From an optimization exercise on the open Yosys and OpenROAD flow, aimed at small area, a short achievable clock period and few clock cycles; shortcuts taken in it are not production practice.
The RTL was checked by simulation tests, not by an equivalence proof against the original design.

**run.sh**
```bash
#!/bin/bash
# synth_recipe.tcl (not shown) runs the flow's synth.tcl, then flattens the netlist and writes it again
# the make line also repeats each setting of config.mk as NAME=value (left out here)
make -C /OpenROAD-flow-scripts/flow DESIGN_CONFIG=/design/flow/config.mk WORK_HOME=/design/flow/orfs CLKGATE_MAP_FILE= SYNTH_SCRIPT=/design/flow/synth_recipe.tcl finish
```
**constraint.sdc**
```tcl
create_clock -name core_clock -period 8.0 [get_ports {clk}]
set_input_delay 1.6000 -clock core_clock [delete_from_list [all_inputs] [get_ports {clk}]]
set_output_delay 1.6000 -clock core_clock [all_outputs]
set_load 0.01 [all_outputs]
```
**design.v**
```verilog
module strv2_ac_table (
    input  wire [16:0] win,       
    output reg  [5:0]  run,
    output reg  [5:0]  level
);
    wire [0:0] i0 = win[15:15];
    reg  [5:0] r0, l0;
    always @(*) begin
        r0 = 6'd0; l0 = 6'd0;
        casez (i0)
            1'b1: begin r0 = 6'd0; l0 = 6'd1; end
        endcase
    end
    wire [1:0] i1 = win[14:13];
    reg  [5:0] r1, l1;
    always @(*) begin
        r1 = 6'd0; l1 = 6'd0;
        casez (i1)
            2'b00: begin r1 = 6'd0; l1 = 6'd2; end
            2'b01: begin r1 = 6'd2; l1 = 6'd1; end
            2'b1?: begin r1 = 6'd1; l1 = 6'd1; end
        endcase
    end
    wire [4:0] i2 = win[13:9];
    reg  [5:0] r2, l2;
    always @(*) begin
        r2 = 6'd0; l2 = 6'd0;
        casez (i2)
            5'b00000: begin r2 = 6'd13; l2 = 6'd1; end
            5'b00001: begin r2 = 6'd0; l2 = 6'd6; end
            5'b00010: begin r2 = 6'd12; l2 = 6'd1; end
            5'b00011: begin r2 = 6'd11; l2 = 6'd1; end
            5'b00100: begin r2 = 6'd3; l2 = 6'd2; end
            5'b00101: begin r2 = 6'd1; l2 = 6'd3; end
            5'b00110: begin r2 = 6'd0; l2 = 6'd5; end
            5'b00111: begin r2 = 6'd10; l2 = 6'd1; end
            5'b01???: begin r2 = 6'd0; l2 = 6'd3; end
            5'b10???: begin r2 = 6'd4; l2 = 6'd1; end
            5'b11???: begin r2 = 6'd3; l2 = 6'd1; end
        endcase
    end
    wire [1:0] i3 = win[12:11];
    reg  [5:0] r3, l3;
    always @(*) begin
        r3 = 6'd0; l3 = 6'd0;
        casez (i3)
            2'b00: begin r3 = 6'd7; l3 = 6'd1; end
            2'b01: begin r3 = 6'd6; l3 = 6'd1; end
            2'b10: begin r3 = 6'd1; l3 = 6'd2; end
            2'b11: begin r3 = 6'd5; l3 = 6'd1; end
        endcase
    end
    wire [1:0] i4 = win[11:10];
    reg  [5:0] r4, l4;
    always @(*) begin
        r4 = 6'd0; l4 = 6'd0;
        casez (i4)
            2'b00: begin r4 = 6'd2; l4 = 6'd2; end
            2'b01: begin r4 = 6'd9; l4 = 6'd1; end
            2'b10: begin r4 = 6'd0; l4 = 6'd4; end
            2'b11: begin r4 = 6'd8; l4 = 6'd1; end
        endcase
    end
    wire [2:0] i6 = win[9:7];
    reg  [5:0] r6, l6;
    always @(*) begin
        r6 = 6'd0; l6 = 6'd0;
        casez (i6)
            3'b000: begin r6 = 6'd16; l6 = 6'd1; end
            3'b001: begin r6 = 6'd5; l6 = 6'd2; end
            3'b010: begin r6 = 6'd0; l6 = 6'd7; end
            3'b011: begin r6 = 6'd2; l6 = 6'd3; end
            3'b100: begin r6 = 6'd1; l6 = 6'd4; end
            3'b101: begin r6 = 6'd15; l6 = 6'd1; end
            3'b110: begin r6 = 6'd14; l6 = 6'd1; end
            3'b111: begin r6 = 6'd4; l6 = 6'd2; end
        endcase
    end
    wire [3:0] i7 = win[8:5];
    reg  [5:0] r7, l7;
    always @(*) begin
        r7 = 6'd0; l7 = 6'd0;
        casez (i7)
            4'b0000: begin r7 = 6'd0; l7 = 6'd11; end
            4'b0001: begin r7 = 6'd8; l7 = 6'd2; end
            4'b0010: begin r7 = 6'd4; l7 = 6'd3; end
            4'b0011: begin r7 = 6'd0; l7 = 6'd10; end
            4'b0100: begin r7 = 6'd2; l7 = 6'd4; end
            4'b0101: begin r7 = 6'd7; l7 = 6'd2; end
            4'b0110: begin r7 = 6'd21; l7 = 6'd1; end
            4'b0111: begin r7 = 6'd20; l7 = 6'd1; end
            4'b1000: begin r7 = 6'd0; l7 = 6'd9; end
            4'b1001: begin r7 = 6'd19; l7 = 6'd1; end
            4'b1010: begin r7 = 6'd18; l7 = 6'd1; end
            4'b1011: begin r7 = 6'd1; l7 = 6'd5; end
            4'b1100: begin r7 = 6'd3; l7 = 6'd3; end
            4'b1101: begin r7 = 6'd0; l7 = 6'd8; end
            4'b1110: begin r7 = 6'd6; l7 = 6'd2; end
            4'b1111: begin r7 = 6'd17; l7 = 6'd1; end
        endcase
    end
    wire [3:0] i8 = win[7:4];
    reg  [5:0] r8, l8;
    always @(*) begin
        r8 = 6'd0; l8 = 6'd0;
        casez (i8)
            4'b0000: begin r8 = 6'd10; l8 = 6'd2; end
            4'b0001: begin r8 = 6'd9; l8 = 6'd2; end
            4'b0010: begin r8 = 6'd5; l8 = 6'd3; end
            4'b0011: begin r8 = 6'd3; l8 = 6'd4; end
            4'b0100: begin r8 = 6'd2; l8 = 6'd5; end
            4'b0101: begin r8 = 6'd1; l8 = 6'd7; end
            4'b0110: begin r8 = 6'd1; l8 = 6'd6; end
            4'b0111: begin r8 = 6'd0; l8 = 6'd15; end
            4'b1000: begin r8 = 6'd0; l8 = 6'd14; end
            4'b1001: begin r8 = 6'd0; l8 = 6'd13; end
            4'b1010: begin r8 = 6'd0; l8 = 6'd12; end
            4'b1011: begin r8 = 6'd26; l8 = 6'd1; end
            4'b1100: begin r8 = 6'd25; l8 = 6'd1; end
            4'b1101: begin r8 = 6'd24; l8 = 6'd1; end
            4'b1110: begin r8 = 6'd23; l8 = 6'd1; end
            4'b1111: begin r8 = 6'd22; l8 = 6'd1; end
        endcase
    end
    wire [3:0] i9 = win[6:3];
    reg  [5:0] r9, l9;
    always @(*) begin
        r9 = 6'd0; l9 = 6'd0;
        casez (i9)
            4'b0000: begin r9 = 6'd0; l9 = 6'd31; end
            4'b0001: begin r9 = 6'd0; l9 = 6'd30; end
            4'b0010: begin r9 = 6'd0; l9 = 6'd29; end
            4'b0011: begin r9 = 6'd0; l9 = 6'd28; end
            4'b0100: begin r9 = 6'd0; l9 = 6'd27; end
            4'b0101: begin r9 = 6'd0; l9 = 6'd26; end
            4'b0110: begin r9 = 6'd0; l9 = 6'd25; end
            4'b0111: begin r9 = 6'd0; l9 = 6'd24; end
            4'b1000: begin r9 = 6'd0; l9 = 6'd23; end
            4'b1001: begin r9 = 6'd0; l9 = 6'd22; end
            4'b1010: begin r9 = 6'd0; l9 = 6'd21; end
            4'b1011: begin r9 = 6'd0; l9 = 6'd20; end
            4'b1100: begin r9 = 6'd0; l9 = 6'd19; end
            4'b1101: begin r9 = 6'd0; l9 = 6'd18; end
            4'b1110: begin r9 = 6'd0; l9 = 6'd17; end
            4'b1111: begin r9 = 6'd0; l9 = 6'd16; end
        endcase
    end
    wire [3:0] i10 = win[5:2];
    reg  [5:0] r10, l10;
    always @(*) begin
        r10 = 6'd0; l10 = 6'd0;
        casez (i10)
            4'b0000: begin r10 = 6'd0; l10 = 6'd40; end
            4'b0001: begin r10 = 6'd0; l10 = 6'd39; end
            4'b0010: begin r10 = 6'd0; l10 = 6'd38; end
            4'b0011: begin r10 = 6'd0; l10 = 6'd37; end
            4'b0100: begin r10 = 6'd0; l10 = 6'd36; end
            4'b0101: begin r10 = 6'd0; l10 = 6'd35; end
            4'b0110: begin r10 = 6'd0; l10 = 6'd34; end
            4'b0111: begin r10 = 6'd0; l10 = 6'd33; end
            4'b1000: begin r10 = 6'd0; l10 = 6'd32; end
            4'b1001: begin r10 = 6'd1; l10 = 6'd14; end
            4'b1010: begin r10 = 6'd1; l10 = 6'd13; end
            4'b1011: begin r10 = 6'd1; l10 = 6'd12; end
            4'b1100: begin r10 = 6'd1; l10 = 6'd11; end
            4'b1101: begin r10 = 6'd1; l10 = 6'd10; end
            4'b1110: begin r10 = 6'd1; l10 = 6'd9; end
            4'b1111: begin r10 = 6'd1; l10 = 6'd8; end
        endcase
    end
    wire [3:0] i11 = win[4:1];
    reg  [5:0] r11, l11;
    always @(*) begin
        r11 = 6'd0; l11 = 6'd0;
        casez (i11)
            4'b0000: begin r11 = 6'd1; l11 = 6'd18; end
            4'b0001: begin r11 = 6'd1; l11 = 6'd17; end
            4'b0010: begin r11 = 6'd1; l11 = 6'd16; end
            4'b0011: begin r11 = 6'd1; l11 = 6'd15; end
            4'b0100: begin r11 = 6'd6; l11 = 6'd3; end
            4'b0101: begin r11 = 6'd16; l11 = 6'd2; end
            4'b0110: begin r11 = 6'd15; l11 = 6'd2; end
            4'b0111: begin r11 = 6'd14; l11 = 6'd2; end
            4'b1000: begin r11 = 6'd13; l11 = 6'd2; end
            4'b1001: begin r11 = 6'd12; l11 = 6'd2; end
            4'b1010: begin r11 = 6'd11; l11 = 6'd2; end
            4'b1011: begin r11 = 6'd31; l11 = 6'd1; end
            4'b1100: begin r11 = 6'd30; l11 = 6'd1; end
            4'b1101: begin r11 = 6'd29; l11 = 6'd1; end
            4'b1110: begin r11 = 6'd28; l11 = 6'd1; end
            4'b1111: begin r11 = 6'd27; l11 = 6'd1; end
        endcase
    end
    always @(*) begin
        casez (win[16:5])
            12'b1???????????: begin run = r0; level = l0; end
            12'b01??????????: begin run = r1; level = l1; end
            12'b001?????????: begin run = r2; level = l2; end
            12'b0001????????: begin run = r3; level = l3; end
            12'b00001???????: begin run = r4; level = l4; end
            12'b0000001?????: begin run = r6; level = l6; end
            12'b00000001????: begin run = r7; level = l7; end
            12'b000000001???: begin run = r8; level = l8; end
            12'b0000000001??: begin run = r9; level = l9; end
            12'b00000000001?: begin run = r10; level = l10; end
            12'b000000000001: begin run = r11; level = l11; end
            default: begin run = 6'd0; level = 6'd0; end
        endcase
    end
endmodule
module strv2_vlc_dec (
    input  wire        clk,
    input  wire        rst,             
    input  wire        start,
    input  wire        cfg_qmode,       
    input  wire [5:0]  cfg_qscale,      
    input  wire [15:0] cfg_mbtotal,     
    input  wire        in_valid,
    output wire        in_ready,
    input  wire [15:0] in_data,
    output reg         out_valid,
    input  wire        out_ready,
    output reg  [15:0] out_data,
    output wire        done,            
    output wire        fault,           
    output wire [1:0]  err_code,        
    output reg  [31:0] bit_count,       
    output reg  [15:0] esc_zero_count   
);
    localparam [15:0] EOD_WORD = 16'hFE00;
    localparam [2:0] S_IDLE   = 3'd0,
                     S_DC     = 3'd1,
                     S_AC     = 3'd2,
                     S_DONE   = 3'd3,
                     S_FAULT1 = 3'd5,      
                     S_FAULT2 = 3'd6;      
    reg  [2:0]  state;
    reg         qmode;
    reg  [5:0]  qscale;
    reg  [15:0] mbleft;       
    reg  [2:0]  blk;
    reg  [4:0]  bits_last;    
    reg         esc0_last;    
    reg         eob_last;     
    reg  [46:0] sbuf;
    reg  [5:0]  q;
    wire        q_neg = q[5];
    wire st_dc    = (state == S_DC);
    wire st_ac    = (state == S_AC);
    wire decoding = st_dc || st_ac;
    wire st_fault = (state == S_FAULT1) || (state == S_FAULT2);
    wire room     = q_neg || !q[4];                  
    wire begin_fr = !decoding && start;
    assign in_ready = !decoding || room;
    assign done     = (state == S_DONE) && !out_valid;
    assign fault    = st_fault && !out_valid;
    assign err_code = {state == S_FAULT2, state == S_FAULT1};
    wire take = in_valid && in_ready;
    wire [52:0] ext = {sbuf, 6'd0};
    wire [21:0] win = ext[q[4:0] +: 22];
    wire [16:0] w = win[21:5];
    reg  [4:0]  ac_len;      
    reg         ac_eob, ac_esc, ac_err;
    reg         ac_sign;     
    always @(*) begin
        ac_eob = 1'b0; ac_esc = 1'b0; ac_err = 1'b0; ac_sign = 1'b0;
        casez (w[16:5])
            12'b10??????????: begin ac_len = 5'd2;  ac_eob = 1'b1; end
            12'b11??????????: begin ac_len = 5'd3;  ac_sign = w[14]; end
            12'b011?????????: begin ac_len = 5'd4;  ac_sign = w[13]; end
            12'b010?????????: begin ac_len = 5'd5;  ac_sign = w[12]; end
            12'b00100???????: begin ac_len = 5'd9;  ac_sign = w[8]; end
            12'b001?????????: begin ac_len = 5'd6;  ac_sign = w[11]; end
            12'b0001????????: begin ac_len = 5'd7;  ac_sign = w[10]; end
            12'b00001???????: begin ac_len = 5'd8;  ac_sign = w[9]; end
            12'b000001??????: begin ac_len = 5'd22; ac_esc = 1'b1; end
            12'b0000001?????: begin ac_len = 5'd11; ac_sign = w[6]; end
            12'b00000001????: begin ac_len = 5'd13; ac_sign = w[4]; end
            12'b000000001???: begin ac_len = 5'd14; ac_sign = w[3]; end
            12'b0000000001??: begin ac_len = 5'd15; ac_sign = w[2]; end
            12'b00000000001?: begin ac_len = 5'd16; ac_sign = w[1]; end
            12'b000000000001: begin ac_len = 5'd17; ac_sign = w[0]; end
            default:          begin ac_len = 5'd12; ac_err = 1'b1; end
        endcase
    end
    wire [5:0] t_run;
    wire [5:0] t_level;
    strv2_ac_table u_table (
        .win   (w),
        .run   (t_run),
        .level (t_level)
    );
    wire [5:0]  lv_low   = {|t_level[4:0], |t_level[3:0], |t_level[2:0],
                            |t_level[1:0], t_level[0], 1'b0};    
    wire [9:0]  ac_bot   = {{4{ac_sign}}, t_level ^ ({6{ac_sign}} & lv_low)};
    wire [15:0] esc_word = win[15:0];
    wire [15:0] dc_word  = qmode ? win[21:6] : {qscale, win[21:12]};
    wire [15:0] word = st_dc ? dc_word : ac_esc ? esc_word : ac_eob ? EOD_WORD : {t_run, ac_bot};
    wire [4:0]  len  = st_dc ? (qmode ? 5'd16 : 5'd10) : ac_len;
    wire [5:0]  left = q - {1'b0, len};                
    wire        esc_code   = (w[16:11] == 6'b000001);
    wire        short_code = |w[16:12];
    wire        ge17       = !q_neg && (q[4:0] != 5'd0);
    wire        ge22       = !q_neg && (q[4:0] >= 5'd6);
    wire        have = ge22 || (!q_neg && (st_dc || short_code)) || (ge17 && !esc_code);
    wire        bad  = st_dc ? (dc_word == EOD_WORD) :
                       (ac_err || (ac_esc && esc_word == EOD_WORD));
    wire out_free = !out_valid || out_ready;
    wire go       = decoding && out_free && have;
    wire emit     = go && !bad;
    wire last_blk = (blk == 3'd5);
    wire last_mb  = (mbleft == 16'd1);
    wire [5:0] add = take ? 6'd16 : 6'd0;
    wire [5:0] q0  = take ? 6'b000000 : 6'b110000;    
    always @(posedge clk) begin
        if (take)
            sbuf <= {sbuf[30:0], in_data};
        if (out_free)
            out_data <= word;
        if (begin_fr) begin
            qmode  <= cfg_qmode;
            qscale <= cfg_qscale;
        end
        q         <= begin_fr ? q0 : emit ? (left + add) : (q + add);
        bits_last <= emit ? len : 5'd0;
        esc0_last <= emit && st_ac && ac_esc && (esc_word[9:0] == 10'd0);
        eob_last  <= emit && st_ac && ac_eob;
        bit_count      <= begin_fr ? 32'd0 : bit_count + {27'd0, bits_last};
        esc_zero_count <= begin_fr ? 16'd0 : esc_zero_count + {15'd0, esc0_last};
        if (begin_fr) begin
            mbleft <= cfg_mbtotal;
            blk    <= 3'd0;
        end else if (eob_last) begin
            if (last_blk) begin
                blk    <= 3'd0;
                mbleft <= mbleft - 16'd1;
            end else begin
                blk <= blk + 3'd1;
            end
        end
    end
    always @(posedge clk) begin
        if (rst) begin
            state     <= S_IDLE;
            out_valid <= 1'b0;
        end else begin
            if (out_valid && out_ready)
                out_valid <= 1'b0;
            if (begin_fr) begin
                if (cfg_mbtotal == 16'd0 || (!cfg_qmode && cfg_qscale == 6'd0))
                    state <= S_FAULT2;
                else
                    state <= S_DC;
            end else if (decoding) begin
                if (go && bad)
                    state <= S_FAULT1;
                if (emit) begin
                    out_valid <= 1'b1;
                    if (st_dc)
                        state <= S_AC;
                    if (st_ac && ac_eob)
                        state <= (last_blk && last_mb) ? S_DONE : S_DC;
                end
            end
        end
    end
endmodule
```
**config.mk**
```make
export PLATFORM = sky130hd
export DESIGN_NAME = strv2_vlc_dec
export DESIGN_NICKNAME = strv2_vlc_dec
export VERILOG_FILES = /design/flow/design.v
export SDC_FILE = /design/flow/constraint.sdc
export NUM_CORES = 4
export LEC_CHECK = 0
export ABC_AREA = 1
export CAP_MARGIN = 20
export CORE_MARGIN = 2
export CORE_UTILIZATION = 40
export PLACE_DENSITY = 0.6
export SETUP_SLACK_MARGIN = 3
export SLEW_MARGIN = 20
```
==> results.toml, run 1 <==
[outcome]
run_status = "complete, no violations"

[finish]
drive_above_1_share_pct = 7.60
fill_cells = 2889
n_antenna_cell = 0
final_nets = 1827
synthToLayoutAreaGrowth_pct = 17.7
fin_area_um2 = 13400

[cts]
root_buffer = "clkbuf_16"
clock_path_buffers = 2
cts_tree = "built"
cts_htree_levels = 4
hold_buffers = 0
clk_pin_slew_ns = 0.06
clk_latency_ns = 0.43
cts_buffers = 17
clkSinkCount = 154

[drt]
routedWlPerCell_um = 17.8
drtIter0Drc = 992
drc_errors = 0
wl_mm = 37.8
drtPass1Iterations = 5
antenna_left = 0
via_count = 11600
drt-vias-per-instance = 5.43

[worst_setup_path]
startpoint_type = "flop"
timing.rr.end = "q[5]"
crit_fanout = 52
cp-end-kind = "flop"
worstPathArrival_ns = 5.05
worstRegToRegCells = 27
rr_startpoint = "q[0]"
reg2reg_setup_slack_ns = 3.24
required_ns = 8.30
setup.worst_path.end = "q[5]"
crit_type = "reg2reg"
crit_path_start = "q[0]"

[placed_design]
place_congestion = 0.999
io_buffers = 113
place_area_um2 = 12700
place_hpwl_mm = 28.3

[yosys]
synth_edf_count = 86
synth_area_um2 = 11400
synth_seq_cells = 154
synthMostInstantiatedCell = "nand2_1"
synth_cell_types = 57
synthCells = 1654
synth_commonest_cells = "nand2_1 (402), nand3_1 (253), nor2_1 (153), inv_1 (147), o21ai_0 (105)"
synth_nets = 1745
async_reset_ff_share_pct = 0
yosysTopAreaCell = "edfxtp_1"
synth_area_leaders = "edfxtp_1 (23%), nand2_1 (13%), dfxtp_1 (12%)"
post_synth.cell_area_avg_um2 = 6.88
synth_flop_cell = "edfxtp_1"
seq_area_frac_synth_pct = 34.7
synth_top_area_share_pct = 22.7
ys.warnings.count = 2

[floorplan]
die_w_um = 173
initial_utilization_pct = 40.7
ioPinCount = 114
die_area_um2 = 29800
row_count = 61
die_height_um = 173
core_um2 = 27900

[worst_hold_path]
min_path_type = "reg2reg"

[sta]
slew_headroom_pct = 33.7
fin_skew_ns = 0.0126
setup_viol = 0
fin_setup_tns_ns = 0
min_period_ns = 4.76
drv_slew = 0
worst_pin_slew_ns = 0.995
hold_violations = 0
max_freq_ghz = 0.210
fin_crit_sh_pct = 59.4
rsz0062_at_grt = "yes"

[job]
drv_cap = 0

[grt]
grt_max_degree = 61
grt_usage_pct = 25.3
antenna_found_initial = 0
grt_overflow = 0
grt_pass1_vias = 11200
grt_pass1_wl_mm = 60.6
-- final cells by class --
| type | instances | area (um^2) | share of cell area, % |
|---|---|---|---|
| Multi-Input combinational cell | 1261 | 6460 | 48.2 |
| Sequential cell | 154 | 3940 | 29.4 |
| Timing Repair Buffer | 134 | 1330 | 9.90 |
| Inverter | 168 | 653 | 4.87 |
| Clock buffer | 23 | 483 | 3.60 |
| Tap cell | 378 | 473 | 3.53 |
| Clock inverter | 9 | 62.6 | 0.467 |
-- logic make-up (layout without fill, tap and decap cells) --
| group | count (synthesis) | count (layout) | share of synthesized area [%] |
|---|---|---|---|
| AO/OA/AOI/OAI | 260 | 260 | 12.8 |
| XOR/XNOR | 13 | 13 | 1.00 |
| adder cells (fa/ha/maj) | 47 | 47 | 5.37 |
| buffers and inverters | 239 | 334 | 9.04 |
| flip-flops | 154 | 154 | 34.7 |
| AND/OR/NAND/NOR | 941 | 941 | 37.2 |
-- metal layers --
layer	vias up	share of wire, %	global-route usage, %
met5	-	0	0
met4	0	2.8	8.40
met3	76	6.3	4.79
met2	394	46	41.8
met1	5328	45	33.5
li1	5759	-	-
-- worst min path at each step --
stage | from | end | slack, ns | cells after the start
2_1_floorplan | sbuf[3] | sbuf[19] | 0.43 | 0
3_3_place_gp | sbuf[3] | sbuf[19] | 0.45 | 0
3_5_place_dp | sbuf[3] | sbuf[19] | 0.45 | 0
4_1_cts | sbuf[3] | sbuf[19] | 0.47 | 0
5_1_grt | sbuf[3] | sbuf[19] | 0.48 | 0
6_report | sbuf[3] | sbuf[19] | 0.46 | 0
-- critical path, cell delays in order, from the launching register on --
cell and delay, ns:
dfxtp_1 0.36, buf_12 0.25, clkinv_8 0.22, nand2_1 0.13
nand3_1 0.10, nand3_1 0.10, nand2_1 0.11, nand2_1 0.10
nand2_1 0.07, inv_1 0.06, nand2_1 0.06, buf_4 0.19
inv_2 0.27, nand2_1 0.14, nor2_2 0.21, nand2_1 0.23
nand2_2 0.18, nor4_1 0.06, nor3_1 0.19, o31ai_2 0.12
ha_1 0.32, ha_1 0.23, fa_1 0.40, nand3_1 0.09
nand2_1 0.06, xnor2_1 0.12, o21ai_0 0.16, o21ai_1 0.07
-- what timing repair did --
item	CTS	global route
endpoints found under the setup margin	5	5
hold endpoints to repair	0	0
pin swaps	0	1
cloned	0	0
setup buffers	0	9
resized for setup	6	17
-- registers in the layout, summed over array words and instances (netlist names) --
register / flops
qmode: 1
blk: 3
out_data: 16
bit_count: 32
state: 3
out_valid: 1
esc_zero_count: 16
eob_last: 1
qscale: 6
bits_last: 5
sbuf: 47
esc0_last: 1
q: 6
mbleft: 16
-- layout by cell type (no fill, tap or decap), drive strengths merged, types with 37 or more instances in the layout --
cell           instances
ha                    44
clkdlybuf4s50        113
edfxtp                86
dfxtp                 68
nor2                 167
o21ai                131
inv                  167
nor3                  37
a21oi                 71
nand2                426
nand3                257
-- metrics by stage --
step,instances,utilization (%),setup slack (ns),hold WS [ns]
CTS,2118,47.5,2.96,0.468
detailed placement,2086,45.4,2.63,0.454
floorplan,1654,-,4.10,0.426
global placement,2086,45.4,2.62,0.447
finish,2127,48.0,3.24,0.462
global route,2127,48.0,2.88,0.477
Testbench counts, summed over its fixed seeds: cycles 12,142.
==> inputs of run 2 (changes only) <==
--- a/config.mk
+++ b/config.mk
@@ -10,5 +10,6 @@
 export CORE_MARGIN = 2
 export CORE_UTILIZATION = 40
+export CTS_BUF_LIST = sky130_fd_sc_hd__clkbuf_8 sky130_fd_sc_hd__clkbuf_4
 export PLACE_DENSITY = 0.6
-export SETUP_SLACK_MARGIN = 3
+export SETUP_SLACK_MARGIN = 4.5
 export SLEW_MARGIN = 20
==> results.toml, run 2 <==
[cts]
clk_latency_ns = 0.46
clk_pin_slew_ns = 0.09
cts_tree = "built"
clock_path_buffers = 2
clkSinkCount = 154
cts_buffers = 17
cts_htree_levels = 4
root_buffer = "clkbuf_8"

[drt]
drt-vias-per-instance = 5.71
drtPass1Iterations = 8
antenna_left = 0
via_count = 12800
drc_errors = 0
drtIter0Drc = 1392
routedWlPerCell_um = 19.1
wl_mm = 42.8

[yosys]
synth_nets = 1745
async_reset_ff_share_pct = 0
synth_flop_cell = "edfxtp_1"
synth_edf_count = 86
synthCells = 1654
synth_cell_types = 57
synth_commonest_cells = "nand2_1 (402), nand3_1 (253), nor2_1 (153), inv_1 (147), o21ai_0 (105)"
post_synth.cell_area_avg_um2 = 6.88
synth_area_um2 = 11400
synth_area_leaders = "edfxtp_1 (23%), nand2_1 (13%), dfxtp_1 (12%)"
synth_seq_cells = 154
yosysTopAreaCell = "edfxtp_1"
synthMostInstantiatedCell = "nand2_1"
synth_top_area_share_pct = 22.7
seq_area_frac_synth_pct = 34.7
ys.warnings.count = 2

[worst_setup_path]
crit_type = "reg2reg"
crit_fanout = 22
cp-end-kind = "flop"
reg2reg_setup_slack_ns = 3.99
startpoint_type = "flop"
required_ns = 8.32
worstPathArrival_ns = 4.33

[sta]
hold_violations = 0
worst_pin_slew_ns = 1.02
min_period_ns = 4.01
max_freq_ghz = 0.249
fin_setup_tns_ns = 0
fin_crit_sh_pct = 50.2
holdWs_ns = 0.465
setup_viol = 0
fin_skew_ns = 0.0281
slew_headroom_pct = 32.1
rsz0062_at_grt = "yes"
drv_slew = 0

[floorplan]
die_area_um2 = 29800
core_um2 = 27900
die_w_um = 173
die_height_um = 173
initial_utilization_pct = 40.7
ioPinCount = 114
row_count = 61

[placed_design]
place_congestion = 0.956
place_hpwl_mm = 27.8
io_buffers = 113
dp.cells = 2082

[finish]
final_cell_mix = "nand2_1 (328), nand3_1 (168), inv_1 (132)"
reg_top3 = "sbuf (47), bit_count (32)"
n_antenna_cell = 0
final_common_cell = "nand2_1"
drive_above_1_share_pct = 26.3
fin_cells = 2243
regMostFlops = "sbuf"
final_nets = 1943
synthToLayoutAreaGrowth_pct = 39.3
largest_reg_flops = 47

[worst_hold_path]
min_path_type = "reg2reg"

[grt]
antenna_found_initial = 0
grt_pass1_vias = 12200
grt_pass1_wl_mm = 66.0
grt_max_degree = 61
grt_overflow = 0
grt_usage_pct = 27.6

[outcome]
run_status = "complete, no violations"

[job]
drv_cap = 0
-- run 2: cell counts after synthesis --
Identical to the previous run, type by type.
-- run 2: repair_timing --
item / in CTS / in global routing
resized for setup: 184 / 170
buffers inserted: 83 / 34
cloned: 9 / 3
hold buffers: 0 / 0
pin swaps: 74 / 73
endpoints found under the setup margin: 142 / 38
-- run 2: worst max-delay path: stages (launching register included) --
cell and delay [ns]:
dfxtp_4 0.42, buf_12 0.19, inv_16 0.09, nand2_1 0.12
nand3_2 0.11, nand3_1 0.16, nand3_1 0.12, o21ai_2 0.10
nand2_1 0.12, nand2_4 0.16, buf_4 0.14, nand2_4 0.07
nor2_4 0.21, nand2_4 0.11, nand2_1 0.18, nor3_4 0.08
a31oi_2 0.23, ha_2 0.22, inv_1 0.06, ha_4 0.17
fa_2 0.38, nand3_2 0.08, nand2_1 0.06, xnor2_1 0.12
o21ai_1 0.14, o21ai_1 0.06
-- run 2: cells by family (layout without fill, tap and decap cells) --
kind of cell | count (synthesis) | after routing | share of synthesized area, %
AND/OR/NAND/NOR | 941 | 942 | 37.2
AO/OA/AOI/OAI | 260 | 260 | 12.8
buffers and inverters | 239 | 449 | 9.04
flip-flops | 154 | 154 | 34.7
adder cells (fa/ha/maj) | 47 | 47 | 5.37
XOR/XNOR | 13 | 13 | 1.00
-- run 2: metrics by stage --
step,setup slack [ns],util [%],instance area (um^2)
global route,3.84,56.7,15800
finish,3.99,56.7,15800
CTS,4.08,53.2,14900
detailed placement,2.34,45.9,12800
floorplan,4.31,-,11600
global placement,2.44,45.9,12800
-- run 2: final timing paths --
kind                            cells past startpoint  startpoint  endpoint
worst max register to register                     25        q[0]      q[5]
worst min-delay path                                0     sbuf[3]  sbuf[19]
worst max-delay path                               25        q[0]      q[5]
worst min register to register                      0     sbuf[3]  sbuf[19]
-- run 2: cell type report --
cell class                 instances  area [um^2]
clock inverter                    14          158
timing repair buffer             248         2600
multi-input combinational       1262         7670
tap                              378          473
inverter                         168          731
timing repair inverter             1         20.0
sequential                       154         3960
clock buffer                      18          241
fill                            2620        12100
-- run 2: metal layers --
| layer | vias to the layer above | share of wire (%) | track usage, % |
|---|---|---|---|
| met5 | - | 0 | 0 |
| met4 | 0 | 4.6 | 12.0 |
| met3 | 175 | 9.1 | 5.47 |
| met2 | 709 | 45 | 44.6 |
| met1 | 5904 | 41 | 36.1 |
| li1 | 6011 | - | - |
==> inputs of run 3 (changes only) <==
--- a/config.mk
+++ b/config.mk
@@ -11,5 +11,6 @@
 export CORE_UTILIZATION = 40
 export CTS_BUF_LIST = sky130_fd_sc_hd__clkbuf_8 sky130_fd_sc_hd__clkbuf_4
+export GPL_ROUTABILITY_DRIVEN = 0
 export PLACE_DENSITY = 0.6
-export SETUP_SLACK_MARGIN = 4.5
+export SETUP_SLACK_MARGIN = 3.75
 export SLEW_MARGIN = 20
==> results.toml, run 3 <==
[yosys]
synth_area_um2 = 11400
async_reset_ff_share_pct = 0
yosysTopAreaCell = "edfxtp_1"
post_synth.cell_area_avg_um2 = 6.88
synth_commonest_cells = "nand2_1 (402), nand3_1 (253), nor2_1 (153), inv_1 (147), o21ai_0 (105)"
synth_top_area_share_pct = 22.7
synth_flop_cell = "edfxtp_1"
synth_edf_count = 86
synth_seq_cells = 154
synth_cell_types = 57
synth_area_leaders = "edfxtp_1 (23%), nand2_1 (13%), dfxtp_1 (12%)"
seq_area_frac_synth_pct = 34.7
ys.warnings.count = 2
synth_nets = 1745
synthCells = 1654
synthMostInstantiatedCell = "nand2_1"

[cts]
cts_tree = "built"
clk_pin_slew_ns = 0.09
hold_buffers = 0
clkSinkCount = 154
cts_buffers = 17
clk_latency_ns = 0.47
cts_htree_levels = 4
clock_path_buffers = 2
root_buffer = "clkbuf_8"

[worst_setup_path]
path_common_cell = "nand2_1"
crit_fanout = 11
worstPathArrival_ns = 4.58
cp-end-kind = "flop"
crit_type = "reg2reg"
cp_slowest_cell = "fa_2"
worstRegToRegCells = 27
reg2reg_setup_slack_ns = 3.74
required_ns = 8.33
critPathMaxStageDelay_ns = 0.42
startpoint_type = "flop"

[floorplan]
die_height_um = 173
die_w_um = 173
ioPinCount = 114
row_count = 61
initial_utilization_pct = 40.7
core_um2 = 27900
die_area_um2 = 29800

[grt]
antenna_found_initial = 0
grt_usage_pct = 23.8
grt_overflow = 0
grt_max_degree = 61
grt_pass1_wl_mm = 58.0
grt_pass1_vias = 11100

[drt]
drtIter0Drc = 1421
routedWlPerCell_um = 17.3
drtPass1Iterations = 10
via_count = 12000
drc_errors = 0
drt-vias-per-instance = 5.56
wl_mm = 37.3
antenna_left = 0

[placed_design]
place_area_um2 = 12700
place_hpwl_mm = 26.5
io_buffers = 113
post-place-ws_ns = 2.61
dp.cells = 2084

[sta]
max_freq_ghz = 0.235
holdWs_ns = 0.465
hold_violations = 0
setup_ws_ns = 3.74
worst_pin_slew_ns = 1.05
setup_viol = 0
drv_slew = 0
rsz0062_at_grt = "yes"
fin_crit_sh_pct = 53.2
min_period_ns = 4.26
fin_skew_ns = 0.0244
fin_setup_tns_ns = 0
slew_headroom_pct = 29.8

[finish]
regMostFlops = "sbuf"
n_antenna_cell = 0
fin_util_pct = 49.2
reg_top3 = "sbuf (47), bit_count (32)"
fin_area_um2 = 13800
fill_cells = 2857
final_nets = 1857
largest_reg_flops = 47
synthToLayoutAreaGrowth_pct = 20.9
final_common_cell = "nand2_1"
fin_cells = 2157
final_cell_mix = "nand2_1 (390), nand3_1 (247), nor2_1 (146)"
drive_above_1_share_pct = 11.4

[job]
drv_cap = 0

[worst_hold_path]
min_path_type = "reg2reg"
min_path_cells = 0

[outcome]
run_status = "complete, no violations"
run 3: cell counts after synthesis:
No cell type changed its count.
run 3: worst max-delay path, delay by kind of cell, from the launching register on:
kind / cells / cell delay, ns
buffers and inverters: 5 / 0.60
XOR/XNOR: 1 / 0.12
flip-flops: 1 / 0.36
AND/OR/NAND/NOR: 15 / 1.65
AO/OA/AOI/OAI: 3 / 0.38
adder cells (fa/ha/maj): 3 / 1.02
run 3: cell type report:
class,instances,area (um^2),area share [%]
clock buffers,18,241,1.76
clock inverters,14,128,0.928
inverters,168,687,4.99
multi-input cells,1261,6610,48.0
flip-flops and latches,154,3950,28.7
well taps,378,473,3.44
repair buffers,162,1650,12.0
repair inverters,2,20.0,0.146
run 3: path summary, 6_finish.rpt:
check | startpoint | endpoint
hold / removal | sbuf[3] | sbuf[19]
setup reg to reg | q[0] | q[5]
setup / recovery | q[0] | q[5]
hold reg to reg | sbuf[3] | sbuf[19]
run 3: cell families (layout without fill, tap and decap cells):
family	count (synthesis)	after routing	synth area share, %
buf+inv	239	364	9.04
fa+ha+maj	47	47	5.37
compound gates	260	260	12.8
flops	154	154	34.7
xor+xnor	13	13	1.00
simple gates	941	941	37.2
run 3: per-layer routing:
layer / global-route usage, % / share of wire (%)
met5: 0 / 0
met4: 9.00 / 3.1
met3: 5.47 / 9.1
met2: 38.9 / 46
met1: 30.5 / 42
run 3: what timing repair did:
item                                    in CTS  in global routing
pin swaps                                    1                 12
setup buffers                                5                 29
resized for setup                           28                 61
endpoints found under the setup margin      28                  7
gates cloned                                 0                  6
==> inputs of run 4 (changes only) <==
--- a/config.mk
+++ b/config.mk
@@ -9,8 +9,7 @@
 export CAP_MARGIN = 20
 export CORE_MARGIN = 2
-export CORE_UTILIZATION = 40
+export CORE_UTILIZATION = 50
 export CTS_BUF_LIST = sky130_fd_sc_hd__clkbuf_8 sky130_fd_sc_hd__clkbuf_4
-export GPL_ROUTABILITY_DRIVEN = 0
-export PLACE_DENSITY = 0.6
+export PLACE_DENSITY = 0.7
 export SETUP_SLACK_MARGIN = 3.75
 export SLEW_MARGIN = 20
==> results.toml, run 4 <==
[outcome]
run_status = "complete, no violations"

[yosys]
synth_nets = 1745
synthMostInstantiatedCell = "nand2_1"
ys.warnings.count = 2
synth_area_leaders = "edfxtp_1 (23%), nand2_1 (13%), dfxtp_1 (12%)"
synth_cell_types = 57
synth_commonest_cells = "nand2_1 (402), nand3_1 (253), nor2_1 (153), inv_1 (147), o21ai_0 (105)"
yosysTopAreaCell = "edfxtp_1"
post_synth.cell_area_avg_um2 = 6.88
synth_edf_count = 86
synth_seq_cells = 154
seq_area_frac_synth_pct = 34.7
synth_area_um2 = 11400
synth_flop_cell = "edfxtp_1"
synthCells = 1654
synth_top_area_share_pct = 22.7
async_reset_ff_share_pct = 0

[finish]
final_cell_mix = "nand2_1 (394), nand3_1 (245), nor2_1 (147)"
multi_input_area_um2 = 6600
n_antenna_cell = 0
final_common_cell = "nand2_1"
regMostFlops = "sbuf"
synthToLayoutAreaGrowth_pct = 19.8
drive_above_1_share_pct = 10.7
fin_area_um2 = 13600
reg_top3 = "sbuf (47), bit_count (32)"
final_nets = 1851
fin_cells = 2058
largest_reg_flops = 47
seqCellArea_um2 = 3950
fill_cells = 2162

[worst_setup_path]
crit_path_start = "q[0]"
reg2reg_setup_slack_ns = 3.82
worstRegToRegCells = 26
crit_type = "reg2reg"
cp-end-kind = "flop"
worstPathArrival_ns = 4.53
setup.worst_path.end = "q[5]"
timing.rr.end = "q[5]"
startpoint_type = "flop"
rr_startpoint = "q[0]"
crit_fanout = 14
required_ns = 8.35

[sta]
fin_skew_ns = 0.0236
hold_violations = 0
max_freq_ghz = 0.239
fin_crit_sh_pct = 52.3
rsz0062_at_grt = "yes"
min_period_ns = 4.18
worst_pin_slew_ns = 0.993
setup_ws_ns = 3.82
drv_slew = 0
slew_headroom_pct = 33.8
setup_viol = 0
fin_setup_tns_ns = 0

[drt]
antenna_left = 0
drtPass1Iterations = 7
routedWlPerCell_um = 18.1
via_count = 12100
drc_errors = 0
wl_mm = 37.3
drtIter0Drc = 1318
drt-vias-per-instance = 5.86

[cts]
cts_htree_levels = 4
cts_buffers = 17
clk_pin_slew_ns = 0.11
hold_buffers = 0
root_buffer = "clkbuf_8"
cts_tree = "built"
clk_latency_ns = 0.48
clkSinkCount = 154
clock_path_buffers = 2

[grt]
grt_pass1_wl_mm = 57.9
grt_pass1_vias = 11000
grt_max_degree = 53
grt_usage_pct = 30.3
grt_overflow = 0
antenna_found_initial = 0

[floorplan]
die_w_um = 155
core_um2 = 22500
initial_utilization_pct = 50.6
row_count = 55
die_area_um2 = 24000
ioPinCount = 114
die_height_um = 155

[placed_design]
io_buffers = 113
post-place-ws_ns = 2.70
place_hpwl_mm = 26.8
dp.cells = 1994
place_area_um2 = 12600
place_congestion = 1.03

[job]
drv_cap = 0

[worst_hold_path]
min_path_type = "reg2reg"
-- run 4: cell types whose count changed in the layout (fill, tap and decap cells not counted), moves of 3 or more --
cell,delta
clkinv_8,+5
buf_4,-3
inv_8,-3
nand2_1,+4
nand2_2,-4
inv_4,-3
-- run 4: how the worst min path moves through the flow --
stage                       start  depth (start not counted)        to
after floorplan           sbuf[3]                          0  sbuf[19]
after global placement    sbuf[3]                          0  sbuf[19]
after detailed placement  sbuf[3]                          0  sbuf[19]
after CTS                 sbuf[3]                          0  sbuf[19]
after global routing      sbuf[3]                          0  sbuf[19]
final                     sbuf[3]                          0  sbuf[19]
-- run 4: critical path: stages, from the launching register on --
cell and delay, ns:
dfxtp_4 0.42, buf_4 0.15, clkbuf_16 0.15, nand2_1 0.08, nand3_1 0.14, nand3_1 0.11, nand2_1 0.11, nand2_1 0.06
nand2_1 0.09, inv_1 0.07, nand2_4 0.19, inv_6 0.11, nand2_1 0.14, nor2_4 0.07, nand2_2 0.13, nand2_2 0.10
inv_1 0.08, nand4_1 0.14, nor4_2 0.35, o21ai_2 0.10, ha_1 0.35, fa_2 0.41, nand3_1 0.08, nand2_1 0.06
xnor2_1 0.12, o21ai_1 0.14, o21ai_1 0.07
-- run 4: metal layers --
metal / wire, um / share of wire, % / up-vias / track usage (%)
met4: 1260 / 3.4 / 0 / 11.0
met5: 0 / 0 / - / 0
met1: 15700 / 42 / 5549 / 40.6
li1: - / - / 5805 / -
met2: 17200 / 46 / 598 / 48.8
met3: 3180 / 8.5 / 111 / 5.96
-- run 4: cells by family (layout without fill, tap and decap cells) --
logic type                 Yosys count  count (layout)  share of synthesized area [%]
xor gates and xnor gates            13              13                           1.00
and+or+nand+nor                    941             941                           37.2
buffers and inverters              239             358                           9.04
AOI/OAI and AO/OA                  260             260                           12.8
DFF                                154             154                           34.7
adders and majority gates           47              47                           5.37
-- run 4: what timing repair did --
item                                    in CTS  in global routing
setup buffers                                4                 23
endpoints found under the setup margin      31                  9
gates resized for setup                     34                 48
hold endpoints to repair                     0                  0
gates cloned                                 0                  5
pin swaps                                    2                 10
-- run 4: cell type report --
type / instances / area share (%)
clock buffers: 17 / 1.72
clock inverters: 15 / 1.44
inverters: 168 / 5.03
multi-input cells: 1261 / 48.4
flip-flops and latches: 154 / 29.0
well taps: 285 / 2.62
repair buffers: 157 / 11.7
repair inverters: 1 / 0.0826
-- run 4: metrics by stage --
step | hold WS (ns) | utilization, %
CTS | 0.482 | 58.5
global placement | 0.431 | 55.9
floorplan | 0.426 | -
finish | 0.474 | 60.6
detailed placement | 0.435 | 55.9
global route | 0.494 | 60.6
==> inputs of run 5 (changes only) <==
--- a/config.mk
+++ b/config.mk
@@ -9,7 +9,7 @@
 export CAP_MARGIN = 20
 export CORE_MARGIN = 2
-export CORE_UTILIZATION = 50
+export CORE_UTILIZATION = 40
 export CTS_BUF_LIST = sky130_fd_sc_hd__clkbuf_8 sky130_fd_sc_hd__clkbuf_4
-export PLACE_DENSITY = 0.7
-export SETUP_SLACK_MARGIN = 3.75
+export PLACE_DENSITY = 0.6
+export SETUP_SLACK_MARGIN = 3.6
 export SLEW_MARGIN = 20
==> results.toml, run 5 <==
[outcome]
run_status = "complete, no violations"

[sta]
min_period_ns = 4.19
slew_headroom_pct = 33.3
setup_viol = 0
fin_skew_ns = 0.0176
fin_setup_tns_ns = 0
worst_pin_slew_ns = 1.00
max_freq_ghz = 0.239
hold_violations = 0
drv_slew = 0
holdWs_ns = 0.461
fin_crit_sh_pct = 52.3
rsz0062_at_grt = "no"

[finish]
n_antenna_cell = 0
regMostFlops = "sbuf"
fin_area_um2 = 13700
fill_cells = 2885
final_cell_mix = "nand2_1 (393), nand3_1 (252), nor2_1 (147)"
final_nets = 1846
largest_reg_flops = 47
final_common_cell = "nand2_1"
fin_util_pct = 48.9
reg_top3 = "sbuf (47), bit_count (32)"
drive_above_1_share_pct = 9.90
fin_cells = 2146
synthToLayoutAreaGrowth_pct = 20.0

[grt]
grt_pass1_wl_mm = 61.4
antenna_found_initial = 0
grt_max_degree = 61
grt_pass1_vias = 11400
grt_usage_pct = 25.7
grt_overflow = 0

[drt]
routedWlPerCell_um = 18.2
drt-vias-per-instance = 5.49
antenna_left = 0
wl_mm = 39.1
via_count = 11800
drc_errors = 0
drtPass1Iterations = 6
drtIter0Drc = 1150

[floorplan]
row_count = 61
initial_utilization_pct = 40.7
die_area_um2 = 29800
core_um2 = 27900
ioPinCount = 114
die_w_um = 173
die_height_um = 173

[yosys]
synth_edf_count = 86
synthMostInstantiatedCell = "nand2_1"
synth_top_area_share_pct = 22.7
async_reset_ff_share_pct = 0
post_synth.cell_area_avg_um2 = 6.88
synth_flop_cell = "edfxtp_1"
ys.warnings.count = 2
muxShareOfSynthArea_pct = 0
synth_nets = 1745
yosys.area_share.simple_pct = 37.2
synth_area_um2 = 11400
synthCells = 1654
synth_seq_cells = 154
synth_compound_area_share_pct = 12.8
yosysTopAreaCell = "edfxtp_1"
synth_top_family_by_area = "simple AND/OR/NAND/NOR gates"
synth_commonest_cells = "nand2_1 (402), nand3_1 (253), nor2_1 (153), inv_1 (147), o21ai_0 (105)"
seq_area_frac_synth_pct = 34.7
synth_area_leaders = "edfxtp_1 (23%), nand2_1 (13%), dfxtp_1 (12%)"
synth_cell_types = 57
synthXorXnorAreaFrac_pct = 1.00
synth_fa_ha_area_share_pct = 5.37

[cts]
clock_path_buffers = 2
root_buffer = "clkbuf_8"
cts_htree_levels = 4
hold_buffers = 0
clk_latency_ns = 0.46
clkSinkCount = 154
cts_tree = "built"
clk_pin_slew_ns = 0.09
cts_buffers = 17

[job]
drv_cap = 0

[worst_setup_path]
worstPathArrival_ns = 4.52
crit_fanout = 14
cp-end-kind = "flop"
startpoint_type = "flop"
required_ns = 8.33
crit_type = "reg2reg"

[placed_design]
place_area_um2 = 12700
place_congestion = 0.999
dp.cells = 2086
place_hpwl_mm = 28.3
io_buffers = 113

[worst_hold_path]
min_path_type = "reg2reg"
==> run 5: cell count changes in the layout (fill, tap and decap cells not counted), sizes merged <==
cell,previous run,this run
nor2,167,168
clkbuf,22,26
clkinv,10,6
bufbuf,0,1
inv,173,169
clkinvlp,1,3
bufinv,0,1
buf,39,33
==> run 5: layout make-up <==
cell class	count	area [um^2]	area share (%)
clock inverter	10	92.6	0.678
timing repair buffer	151	1590	11.6
clock buffer	22	278	2.03
inverter	168	691	5.06
multi-input combinational	1262	6570	48.1
tap	378	473	3.46
timing repair inverter	1	11.3	0.0824
sequential	154	3950	28.9
==> run 5: critical path, cell delays in order (launching register included) <==
cell,delay (ns)
dfxtp_4,0.38
buf_4,0.15
clkbuf_16,0.17
nand2_1,0.08
nand3_1,0.11
nand3_1,0.11
nand2_1,0.07
o21ai_1,0.24
nand2_1,0.13
nand2_2,0.18
nor2_1,0.11
nand3_4,0.18
inv_4,0.10
nor4_4,0.29
nor3_2,0.06
o31ai_2,0.33
ha_1,0.30
ha_1,0.24
fa_2,0.35
nand3_1,0.08
nand2_1,0.07
xnor2_1,0.12
o21ai_1,0.13
o21ai_1,0.07
==> run 5: path summary, 6_finish.rpt <==
kind	startpoint	endpoint	slack [ns]	cells past startpoint
worst max-delay path	q[0]	q[5]	3.81	23
worst min-delay path	sbuf[3]	sbuf[19]	0.46	0
worst max register to register	q[0]	q[5]	3.81	23
worst min register to register	sbuf[3]	sbuf[19]	0.46	0
==> run 5: what timing repair did <==
item,in CTS,in global routing
buffers inserted,5,16
gates resized for setup,32,48
pin swaps,3,9
cloned,2,5
endpoints found under the setup margin,21,4
==> run 5: kinds of logic (layout without fill, tap and decap cells) <==
logic type / Yosys count / count (layout)
and+or+nand+nor: 941 / 942
AOI/OAI and AO/OA: 260 / 260
buffers and inverters: 239 / 352
DFF: 154 / 154
adders and majority gates: 47 / 47
xor gates and xnor gates: 13 / 13
==> run 5: layer usage <==
| layer | GRT usage (%) | vias up | part of all wire (%) |
|---|---|---|---|
| li1 | - | 5785 | - |
| met4 | 7.80 | 0 | 2.3 |
| met3 | 4.86 | 78 | 7.7 |
| met5 | 0 | - | 0 |
| met2 | 42.4 | 524 | 46 |
| met1 | 34.2 | 5405 | 44 |
==> run 5: stage by stage <==
step	setup slack, ns
global placement	2.62
global route	3.59
floorplan	4.10
CTS	3.61
detailed placement	2.63
finish	3.81
==> inputs of run 6 (changes only) <==
--- a/config.mk
+++ b/config.mk
@@ -12,4 +12,4 @@
 export CTS_BUF_LIST = sky130_fd_sc_hd__clkbuf_8 sky130_fd_sc_hd__clkbuf_4
 export PLACE_DENSITY = 0.6
-export SETUP_SLACK_MARGIN = 3.6
+export SETUP_SLACK_MARGIN = 3.9
 export SLEW_MARGIN = 20
==> results.toml, run 6 <==
[drt]
drt-vias-per-instance = 5.67
via_count = 12500
wl_mm = 42.0
drc_errors = 0
antenna_left = 0
drtPass1Iterations = 6
routedWlPerCell_um = 19.1
drtIter0Drc = 1528

[worst_setup_path]
rr_startpoint = "q[0]"
critPathMaxStageDelay_ns = 0.42
worstRegToRegCells = 25
cp_slowest_cell = "dfxtp_4"
crit_type = "reg2reg"
cp_top_family = "simple AND/OR/NAND/NOR gates"
path_common_cell = "nand2_2"
timing.rr.end = "q[5]"
critPathBufInv = 5
crit_path_start = "q[0]"
startpoint_type = "flop"
worstPathArrival_ns = 4.48
cp-end-kind = "flop"
reg2reg_setup_slack_ns = 3.85
required_ns = 8.34
crit_fanout = 22

[placed_design]
io_buffers = 113
post-place-ws_ns = 2.63
dp.cells = 2086
place_congestion = 0.999
place_hpwl_mm = 28.3

[yosys]
seq_area_frac_synth_pct = 34.7
synthCells = 1654
synth_edf_count = 86
synth_cell_types = 57
synth_top_area_share_pct = 22.7
synth_area_leaders = "edfxtp_1 (23%), nand2_1 (13%), dfxtp_1 (12%)"
ys.warnings.count = 2
synthMostInstantiatedCell = "nand2_1"
synth_seq_cells = 154
synth_flop_cell = "edfxtp_1"
post_synth.cell_area_avg_um2 = 6.88
synth_nets = 1745
async_reset_ff_share_pct = 0
synth_area_um2 = 11400
yosysTopAreaCell = "edfxtp_1"
synth_commonest_cells = "nand2_1 (402), nand3_1 (253), nor2_1 (153), inv_1 (147), o21ai_0 (105)"

[sta]
max_freq_ghz = 0.241
slew_headroom_pct = 33.5
fin_setup_tns_ns = 0
fin_crit_sh_pct = 51.8
setup_ws_ns = 3.85
rsz0062_at_grt = "yes"
hold_violations = 0
drv_slew = 0
setup_viol = 0
min_period_ns = 4.15
fin_skew_ns = 0.0175
worst_pin_slew_ns = 0.997

[cts]
clk_latency_ns = 0.47
cts_tree = "built"
clock_path_buffers = 2
cts_buffers = 17
cts_htree_levels = 4
clkSinkCount = 154
clk_pin_slew_ns = 0.09
root_buffer = "clkbuf_8"
hold_buffers = 0

[finish]
final_cell_mix = "nand2_1 (351), nand3_1 (188), nor2_1 (140)"
regMostFlops = "sbuf"
largest_reg_flops = 47
synthToLayoutAreaGrowth_pct = 30.6
drive_above_1_share_pct = 19.6
fin_cells = 2198
final_nets = 1898
reg_top3 = "sbuf (47), bit_count (32)"
final_common_cell = "nand2_1"
fin_util_pct = 53.2
n_antenna_cell = 0

[floorplan]
die_area_um2 = 29800
die_w_um = 173
die_height_um = 173
ioPinCount = 114
row_count = 61
initial_utilization_pct = 40.7
core_um2 = 27900

[job]
drv_cap = 0

[grt]
grt_usage_pct = 26.2
grt_pass1_wl_mm = 62.4
grt_overflow = 0
grt_pass1_vias = 11500
grt_max_degree = 61
antenna_found_initial = 0

[worst_hold_path]
min_path_type = "reg2reg"
hold_path_end = "sbuf[19]"
min_path_cells = 0
hp-start = "sbuf[3]"

[outcome]
run_status = "complete, no violations"
run 6: cell families (layout without fill, tap and decap cells):
family,Yosys count,in the layout,share of synthesized area (%)
xor gates and xnor gates,13,13,1.00
and+or+nand+nor,941,942,37.2
DFF,154,154,34.7
adders and majority gates,47,47,5.37
buffers and inverters,239,404,9.04
AOI/OAI and AO/OA,260,260,12.8
run 6: per-stage QoR:
step	area (um^2)	hold slack (ns)
2_1_floorplan	11400	0.426
3_3_place_gp	12700	0.447
3_5_place_dp	12700	0.454
4_1_cts	13500	0.471
5_1_grt	14900	0.479
6_report	14900	0.462
run 6: how the worst max path moves through the flow:
stage	to	slack, ns	cells after the start
2_1_floorplan	q[5]	4.10	28
4_1_cts	q[5]	3.79	23
6_report	q[5]	3.85	25
5_1_grt	q[5]	3.74	25
3_5_place_dp	q[5]	2.63	26
3_3_place_gp	q[5]	2.62	25
run 6: what timing repair did:
action | CTS | global route
gates resized for setup | 54 | 202
cloned | 5 | 9
setup buffers | 14 | 52
hold endpoints to repair | 0 | 0
pin swaps | 7 | 53
endpoints found under the setup margin | 33 | 9
run 6: metal layers:
metal / track usage (%) / wire length [um] / up-vias
li1: - / - / 5897
met1: 35.0 / 17300 / 5735
met2: 42.4 / 19000 / 686
met3: 5.32 / 4040 / 155
met4: 8.86 / 1650 / 0
met5: 0 / 0 / -
run 6: layout make-up:
| class | count | area, um^2 |
|---|---|---|
| Sequential cell | 154 | 3950 |
| Fill cell | 2766 | 13100 |
| Tap cell | 378 | 473 |
| Clock inverter | 10 | 92.6 |
| Timing Repair inverter | 4 | 58.8 |
| Multi-Input combinational cell | 1262 | 7220 |
| Inverter | 168 | 719 |
| Timing Repair Buffer | 200 | 2070 |
| Clock buffer | 22 | 278 |
==> inputs of run 7 (changes only) <==
--- a/config.mk
+++ b/config.mk
@@ -12,4 +12,4 @@
 export CTS_BUF_LIST = sky130_fd_sc_hd__clkbuf_8 sky130_fd_sc_hd__clkbuf_4
 export PLACE_DENSITY = 0.6
-export SETUP_SLACK_MARGIN = 3.9
+export SETUP_SLACK_MARGIN = 3.75
 export SLEW_MARGIN = 20
==> results.toml, run 7 <==
[yosys]
synthCells = 1654
yosys.area_share.simple_pct = 37.2
seq_area_frac_synth_pct = 34.7
synth_area_leaders = "edfxtp_1 (23%), nand2_1 (13%), dfxtp_1 (12%)"
synth_cell_types = 57
synth_compound_area_share_pct = 12.8
synthMostInstantiatedCell = "nand2_1"
async_reset_ff_share_pct = 0
synth_commonest_cells = "nand2_1 (402), nand3_1 (253), nor2_1 (153), inv_1 (147), o21ai_0 (105)"
synth_flop_cell = "edfxtp_1"
synth_nets = 1745
synth_top_area_share_pct = 22.7
muxShareOfSynthArea_pct = 0
synth_area_um2 = 11400
synth_edf_count = 86
synth_top_family_by_area = "simple AND/OR/NAND/NOR gates"
ys.warnings.count = 2
post_synth.cell_area_avg_um2 = 6.88
synth_fa_ha_area_share_pct = 5.37
synth_seq_cells = 154
synthXorXnorAreaFrac_pct = 1.00
yosysTopAreaCell = "edfxtp_1"

[worst_setup_path]
cp-end-kind = "flop"
startpoint_type = "flop"
crit_type = "reg2reg"
reg2reg_setup_slack_ns = 3.88
cp_top_family = "simple AND/OR/NAND/NOR gates"
critPathBufInv = 5
crit_path_start = "q[0]"
worstPathArrival_ns = 4.46
path_common_cell = "nand2_1"
crit_fanout = 15
cp_slowest_cell = "dfxtp_4"
required_ns = 8.33
critPathMaxStageDelay_ns = 0.40
rr_startpoint = "q[0]"

[grt]
grt_overflow = 0
grt_pass1_wl_mm = 61.7
grt_usage_pct = 25.9
grt_pass1_vias = 11400
grt_max_degree = 61
antenna_found_initial = 0

[finish]
n_antenna_cell = 0
seqCellArea_um2 = 3950
drive_above_1_share_pct = 11.7
final_common_cell = "nand2_1"
largest_reg_flops = 47
regMostFlops = "sbuf"
fill_cells = 2875
multi_input_area_um2 = 6680
final_nets = 1858
synthToLayoutAreaGrowth_pct = 21.5
fin_area_um2 = 13800
final_cell_mix = "nand2_1 (386), nand3_1 (245), nor2_1 (146)"
fin_util_pct = 49.5
fin_cells = 2158
reg_top3 = "sbuf (47), bit_count (32)"

[sta]
holdWs_ns = 0.461
worst_pin_slew_ns = 1.00
fin_crit_sh_pct = 51.5
fin_skew_ns = 0.0174
drv_slew = 0
min_period_ns = 4.12
fin_setup_tns_ns = 0
slew_headroom_pct = 33.1
setup_ws_ns = 3.88
max_freq_ghz = 0.243
setup_viol = 0
rsz0062_at_grt = "yes"
hold_violations = 0

[placed_design]
dp.cells = 2086
post-place-ws_ns = 2.63
place_hpwl_mm = 28.3
place_area_um2 = 12700
place_congestion = 0.999
io_buffers = 113

[cts]
root_buffer = "clkbuf_8"
hold_buffers = 0
clkSinkCount = 154
clk_pin_slew_ns = 0.09
clock_path_buffers = 2
cts_tree = "built"
cts_buffers = 17
clk_latency_ns = 0.46
cts_htree_levels = 4

[floorplan]
row_count = 61
core_um2 = 27900
ioPinCount = 114
initial_utilization_pct = 40.7
die_height_um = 173
die_w_um = 173
die_area_um2 = 29800

[drt]
drtPass1Iterations = 8
drc_errors = 0
routedWlPerCell_um = 18.1
drt-vias-per-instance = 5.48
via_count = 11800
antenna_left = 0
wl_mm = 39.0
drtIter0Drc = 1166

[worst_hold_path]
hp-start = "sbuf[3]"
min_path_type = "reg2reg"

[job]
drv_cap = 0

[outcome]
run_status = "complete, no violations"
run 7: logic make-up after synthesis:
group	count (synthesis)
fa+ha+maj	47
simple gates	941
flops	154
xor+xnor	13
buf+inv	239
compound gates	260
run 7: path summary, 6_finish.rpt:
kind                                 end  cells past startpoint
worst min register to register  sbuf[19]                      0
worst max-delay path                q[5]                     27
worst min-delay path            sbuf[19]                      0
worst max register to register      q[5]                     27
run 7: final cells by class:
class | count | share of cell area [%]
Multi-Input combinational cell | 1262 | 48.3
Sequential cell | 154 | 28.6
Timing Repair Buffer | 163 | 11.9
Inverter | 168 | 5.05
Tap cell | 378 | 3.42
Clock buffer | 22 | 2.01
Clock inverter | 10 | 0.670
Timing Repair inverter | 1 | 0.0815
run 7: timing repair:
action                                  4_1_cts  5_1_grt
resized for setup                            39       65
setup buffers                                 6       29
endpoints found under the setup margin       32        8
endpoints found under the hold margin         0        0
pin swaps                                     4       13
cloned                                        3        2
run 7: worst reg2reg max path: cells and delay by family (launching register included):
family,cells,cell delay (ns)
simple gates,13,1.20
fa+ha+maj,4,0.97
compound gates,4,0.69
buf+inv,5,0.64
flops,1,0.40
xor+xnor,1,0.12
run 7: routing by layer:
| metal | vias to the layer above | part of all wire [%] | track usage, % |
|---|---|---|---|
| met2 | 502 | 47 | 42.3 |
| li1 | 5805 | - | - |
| met5 | - | 0 | 0 |
| met3 | 61 | 7.4 | 5.04 |
| met4 | 0 | 2.5 | 8.76 |
| met1 | 5459 | 44 | 34.3 |
==> inputs of run 8 (changes only) <==
--- a/config.mk
+++ b/config.mk
@@ -7,5 +7,5 @@
 export LEC_CHECK = 0
 export ABC_AREA = 1
-export CAP_MARGIN = 20
+export CAP_MARGIN = 5
 export CORE_MARGIN = 2
 export CORE_UTILIZATION = 40
@@ -13,3 +13,3 @@
 export PLACE_DENSITY = 0.6
 export SETUP_SLACK_MARGIN = 3.75
-export SLEW_MARGIN = 20
+export SLEW_MARGIN = 5
==> results.toml, run 8 <==
[yosys]
synth_compound_area_share_pct = 12.8
ys.warnings.count = 2
muxShareOfSynthArea_pct = 0
async_reset_ff_share_pct = 0
yosysTopAreaCell = "edfxtp_1"
synthCells = 1654
synth_cell_types = 57
yosys.area_share.simple_pct = 37.2
synth_edf_count = 86
synth_commonest_cells = "nand2_1 (402), nand3_1 (253), nor2_1 (153), inv_1 (147), o21ai_0 (105)"
synth_top_family_by_area = "simple AND/OR/NAND/NOR gates"
synth_fa_ha_area_share_pct = 5.37
synth_area_leaders = "edfxtp_1 (23%), nand2_1 (13%), dfxtp_1 (12%)"
synth_flop_cell = "edfxtp_1"
synth_nets = 1745
synth_area_um2 = 11400
synthXorXnorAreaFrac_pct = 1.00
synthMostInstantiatedCell = "nand2_1"
synth_seq_cells = 154

[grt]
grt_max_degree = 61
grt_pass1_wl_mm = 61.7
grt_pass1_vias = 11400
grt_usage_pct = 25.9
grt_use_met3_pct = 5.04
gr-usage-met2_pct = 42.3

[cts]
clock_path_buffers = 2
clk_latency_ns = 0.46
clk_pin_slew_ns = 0.09
cts_tree = "built"
clkSinkCount = 154

[sta]
fin_setup_tns_ns = 0
worst_pin_slew_ns = 1.00
drv_slew = 0
setup_viol = 0
fin_skew_ns = 0.0174
min_period_ns = 4.12
rsz0062_at_grt = "yes"
max_freq_ghz = 0.243
fin_crit_sh_pct = 51.5
slew_headroom_pct = 33.1

[worst_setup_path]
critPathBufInv = 5
cp-end-kind = "flop"
critPathMaxStageDelay_ns = 0.40
cp_slowest_cell = "dfxtp_4"
worstPathArrival_ns = 4.46
path_common_cell = "nand2_1"
cp_top_family = "simple AND/OR/NAND/NOR gates"
startpoint_type = "flop"

[drt]
routedWlPerCell_um = 18.1
antenna_left = 0
via_count = 11800
drc_errors = 0
drt-vias-per-instance = 5.48

[job]
drv_cap = 0

[worst_hold_path]
min_path_type = "reg2reg"

[floorplan]
row_count = 61
die_area_um2 = 29800
die_height_um = 173
ioPinCount = 114

[finish]
fill_cells = 2875
final_cell_mix = "nand2_1 (386), nand3_1 (245), nor2_1 (146)"
final_nets = 1858
reg_top3 = "sbuf (47), bit_count (32)"
regMostFlops = "sbuf"
drive_above_1_share_pct = 11.7

[placed_design]
io_buffers = 113
post-place-ws_ns = 2.63

[outcome]
run_status = "complete, no violations"
[run 8: cell counts after synthesis]
Identical to the previous run, type by type.
[run 8: timing repair]
item / in CTS / in global routing
hold buffers: 0 / 0
setup buffers: 6 / 29
cloned: 3 / 2
pin swaps: 4 / 13
endpoints found under the setup margin: 32 / 8
gates resized for setup: 39 / 65
[run 8: area by class of cell]
cell class	count	area [um^2]	share of cell area [%]
clock buffer	22	278	2.01
clock inverter	10	92.6	0.670
inverter	168	698	5.05
multi-input combinational	1262	6680	48.3
sequential	154	3950	28.6
tap	378	473	3.42
timing repair buffer	163	1650	11.9
timing repair inverter	1	11.3	0.0815
[run 8: logic make-up (layout without fill, tap and decap cells)]
kind of cell / Yosys count / in the layout
and+or+nand+nor: 941 / 942
AOI/OAI and AO/OA: 260 / 260
adders and majority gates: 47 / 47
buffers and inverters: 239 / 364
xor gates and xnor gates: 13 / 13
DFF: 154 / 154
[run 8: through the flow]
stage	cell area, um^2	instances	hold slack (ns)
floorplan	11400	1654	0.426
global placement	12700	2086	0.447
detailed placement	12700	2086	0.454
CTS	13300	2127	0.471
global route	13800	2158	0.479
finish	13800	2158	0.461
[run 8: worst reg2reg max path: stages (launching register included)]
cell and delay, ns:
dfxtp_4 0.40, buf_12 0.18, buf_6 0.16, nand2_1 0.05, and2_1 0.16, nand2_1 0.07, nand2_1 0.07, o21ai_2 0.17
nand2_1 0.08, nand2_1 0.16, nor2_4 0.07, inv_4 0.16, ha_1 0.22, nand2_1 0.06, nor2_1 0.12, nand2_2 0.13
inv_2 0.10, nor3_1 0.08, a31oi_2 0.32, ha_2 0.22, inv_1 0.04, ha_2 0.18, fa_2 0.35, nand3_1 0.08
nand2_1 0.07, xnor2_1 0.12, o21ai_1 0.13, o21ai_1 0.07
[run 8: routing by layer]
layer | vias to the layer above | share of wire, %
met1 | 5459 | 44
met2 | 502 | 47
met5 | - | 0
met3 | 61 | 7.4
met4 | 0 | 2.5
li1 | 5805 | -
[run 8: final timing paths]
| check | start | slack [ns] | cells past startpoint | endpoint |
|---|---|---|---|---|
| setup / recovery | q[0] | 3.88 | 27 | q[5] |
| hold / removal | sbuf[3] | 0.46 | 0 | sbuf[19] |
| setup reg to reg | q[0] | 3.88 | 27 | q[5] |
| hold reg to reg | sbuf[3] | 0.46 | 0 | sbuf[19] |

-- re-timing with driven ports --
In the flow no input, the clock included, has a driving cell. The finished layouts below were timed again as built, in two steps. Step 1: set_driving_cell puts a clkbuf_16 on clk and a buf_2 on each other input, an assumption about the parent block. Step 2 moves the port delays by t, midway between the first and last clock arrival at a register: inputs arrive t later, outputs are due t later. That takes back most of the time a late clock gives input paths. Three values: no drivers, after step 1, after step 2; two values: the first two.
run | t (ns) | slack for setup (ns) | worst register clock-pin slew, ns
run 1 | 0.473 | 3.244 / 3.244 / 3.244 | 0.07 / 0.07
run 2 | 0.494 | 3.987 / 3.987 / 3.987 | 0.11 / 0.11
run 3 | 0.494 | 3.744 / 3.744 / 3.744 | 0.11 / 0.11
run 4 | 0.508 | 3.818 / 3.818 / 3.818 | 0.11 / 0.11
run 5 | 0.497 | 3.812 / 3.812 / 3.812 | 0.09 / 0.09
run 6 | 0.504 | 3.855 / 3.855 / 3.855 | 0.09 / 0.09
run 7 | 0.497 | 3.877 / 3.877 / 3.877 | 0.09 / 0.09
run 8 | 0.497 | 3.877 / 3.877 / 3.877 | 0.09 / 0.09
After both steps setup and hold are still met in every run listed.
